What follows belongs to an exercise in optimizing a design on an open flow for small area, a short achievable clock period and few clock cycles; a production flow would make more cautious choices. Function was checked by simulation only, so behaviour that the tests miss may differ from the original. No activity file was given, so power comes from the tool's default toggle rates.

==> flow/design.v (excerpt) <==
module dci_serializer (
    input  wire        clk,
    input  wire        rst,         
    input  wire        cmd_valid,
    output wire        cmd_ready,
    input  wire [31:0] cmd_data,
    input  wire [3:0]  rd_idx,
    output reg  [31:0] rd_data,
    output reg         done
);
Size in the first run: ~2400 cells after synthesis, ~400 flip-flops, roughly 73 I/O pins.
clock: 14.0 ns
lec_check: 0
cap_margin: 20
core_margin: 2
core_utilization: 45
cts_cluster_diameter: 90
cts_cluster_size: 30
place_density: 0.6
slew_margin: 20
standard.sh (not shown) runs the stock make flow with config.mk's settings and CLKGATE_MAP_FILE= SYNTH_SCRIPT=/design/flow/synth_recipe.tcl, a recipe that flattens the netlist after the stock synthesis.
==> flow/flow/run.sh <==
#!/bin/bash
# The standard layout, with repair_timing asked for 7.0 ns of setup slack and
# sky130_fd_sc_hd__buf_2 as the port buffer (every port still gets one).
# The clock, its period and the I/O constraints are the standard flow's, unchanged.
set -euo pipefail
bash standard.sh SETUP_SLACK_MARGIN=7.0 "BUFFER_PORTS_ARGS=-buffer_cell sky130_fd_sc_hd__buf_2" finish > make_finish.log 2>&1
Testbench counts at the start, summed over its fixed seeds: cycles 15,879.
Then changed:
- CAP_MARGIN: 20 -> 10
- CORE_UTILIZATION: 45 -> 30
- PLACE_DENSITY: 0.6 -> 0.45
- SLEW_MARGIN: 20 -> 10
What happened: Final cell count increases by about 10%; flip-flop and latch count is unchanged; non-clock buffer count goes up by 6; wire length climbs by 12%; power went up by about 5%; design area climbs by about 2.7%; sequential share of layout area goes down by 0.93 points; area after synthesis stays the same.
Then changed:
- CAP_MARGIN: 10 -> 20
- CORE_UTILIZATION: 30 -> 52
- PLACE_DENSITY: 0.45 -> 0.65
- SLEW_MARGIN: 10 -> 20
Power fell by 3.5%. Die area fell by about 40%. Area after synthesis stays the same. Design area fell by about 3.4%. Worst hold slack improved by 4.8 ps. Setup slack improved by 17 ps. Via count rose by 0.44%. Core utilization rose by 23 points.
Then changed:
==> flow/flow/run.sh (replaced) <==
#!/bin/bash
# The standard layout, with repair_timing asked for 7.3 ns of setup slack and
# sky130_fd_sc_hd__buf_2 as the port buffer (every port still gets one).
# The clock, its period and the I/O constraints are the standard flow's, unchanged.
set -euo pipefail
bash standard.sh SETUP_SLACK_MARGIN=7.3 "BUFFER_PORTS_ARGS=-buffer_cell sky130_fd_sc_hd__buf_2" finish > make_finish.log 2>&1
- CORE_UTILIZATION: 52 -> 30
- PLACE_DENSITY: 0.65 -> 0.45
What happened:
- power came out higher by a few percent
- worst hold slack stays flat
- first-iteration DRC count came out lower by a quarter to a third
- non-clock buffer count came out higher by 52
- wire length came out higher by about a fifth
- die area came out higher by well over a third
- global-route usage came out lower by 11 points
- setup slack improves by 82 ps
- cell area came out higher by a little under a tenth
- synthesized area does not change

========
Another version of the RTL of dci_serializer (not shown whole).
For scale: ~2800 cells after synthesis, ~400 flip-flops, about 73 I/O pins.
Settings: LEC_CHECK=0, CAP_MARGIN=20, CORE_MARGIN=2, CORE_UTILIZATION=30, PLACE_DENSITY=0.45, SLEW_MARGIN=20; clock period 14.0 ns.
==> flow/flow/run.sh <==
#!/bin/bash
# The standard layout, with repair_timing asked for 7.5 ns of setup slack and
# sky130_fd_sc_hd__buf_2 as the port buffer (every port still gets one).
# The clock, its period and the I/O constraints are the standard flow's, unchanged.
set -euo pipefail
bash standard.sh SETUP_SLACK_MARGIN=7.5 "BUFFER_PORTS_ARGS=-buffer_cell sky130_fd_sc_hd__buf_2" finish > make_finish.log 2>&1
The baseline finished clean.
Testbench counts at the start, summed over its fixed seeds: cycles 15,871.
Next try:
==> flow/flow/run.sh (replaced) <==
#!/bin/bash
# The standard layout, with repair_timing asked for 6.5 ns of setup slack and
# sky130_fd_sc_hd__buf_2 as the port buffer (every port still gets one).
# The clock, its period and the I/O constraints are the standard flow's, unchanged.
set -euo pipefail
bash standard.sh SETUP_SLACK_MARGIN=6.5 "BUFFER_PORTS_ARGS=-buffer_cell sky130_fd_sc_hd__buf_2" finish > make_finish.log 2>&1
The new run ran to the end with no violations.
Clock skew shrinks by 7.3 ps.
Die area does not change.
Wire length fell by 3.9%.
Sequential power is about the same.
Final cell count shrinks by 1.1%.
Clock power goes down by about 5%.
Worst setup slack loses 140 ps.
Flip-flop and latch count does not change.
Global-route usage is lower by 0.55 points.
Clock-buffer cell count stays the same.
Next try:
--- a/flow/config.mk
+++ b/flow/config.mk
@@ -9,4 +9,6 @@
 export CORE_MARGIN = 2
 export CORE_UTILIZATION = 30
+export CTS_CLUSTER_DIAMETER = 90
+export CTS_CLUSTER_SIZE = 30
 export PLACE_DENSITY = 0.45
 export SLEW_MARGIN = 20
Result: Worst setup slack improved by 7.0 ps; routed wire length is lower slightly; first-iteration DRC count fell by a few percent; global-route usage drops by 0.18 points; hold slack is better by 8.3 ps; final cell count went down slightly; via count fell slightly; synthesized area stays the same.

port drivers added, routing unchanged:
Ports are ideal in the flow. The routed layouts listed here were re-timed in OpenROAD.
Step 1: set_driving_cell puts a clkbuf_16 on clk and a buf_2 on each other input, an assumption about the parent block.
Step 2 times the ports against the registers' clock, not the clock port: input delays grow and output delays shrink by t, the midpoint of the rising clock arrivals with the driver on.
Three values: ideal, step 1, step 2; two values: the first two.
| run | shift t [ns] | slack for setup (ns) | worst setup path at the end | clock arrival spread, ns | worst data-port slew with drivers (ns) |
|---|---|---|---|---|---|
| the first run of note 1 | 0.623 | 6.981 / 6.835 / 6.835 | input to output | 0.050 / 0.051 | 0.16 |
| the second run of note 1 | 0.659 | 6.980 / 6.816 / 6.816 | input to output | 0.054 / 0.054 | 0.16 |
| the third run of note 1 | 0.650 | 6.997 / 6.932 / 6.932 | input to output | 0.046 / 0.046 | 0.14 |
| the fourth run of note 1 | 0.679 | 7.079 / 6.726 / 6.726 | input to output | 0.052 / 0.051 | 0.40 |
| the first run of note 2 | 0.665 | 6.725 / 6.668 / 6.668 | input to output | 0.042 / 0.043 | 0.08 |
| the second run of note 2 | 0.667 | 6.582 / 6.556 / 6.556 | input to output | 0.036 / 0.035 | 0.05 |
| the third run of note 2 | 0.666 | 6.589 / 6.560 / 6.560 | input to output | 0.039 / 0.040 | 0.05 |
After both steps every run listed still meets setup and hold. For the fourth run of note 1, which loses most, drivers alone change the setup slack by -0.353 ns; drivers and shift together by -0.353 ns.
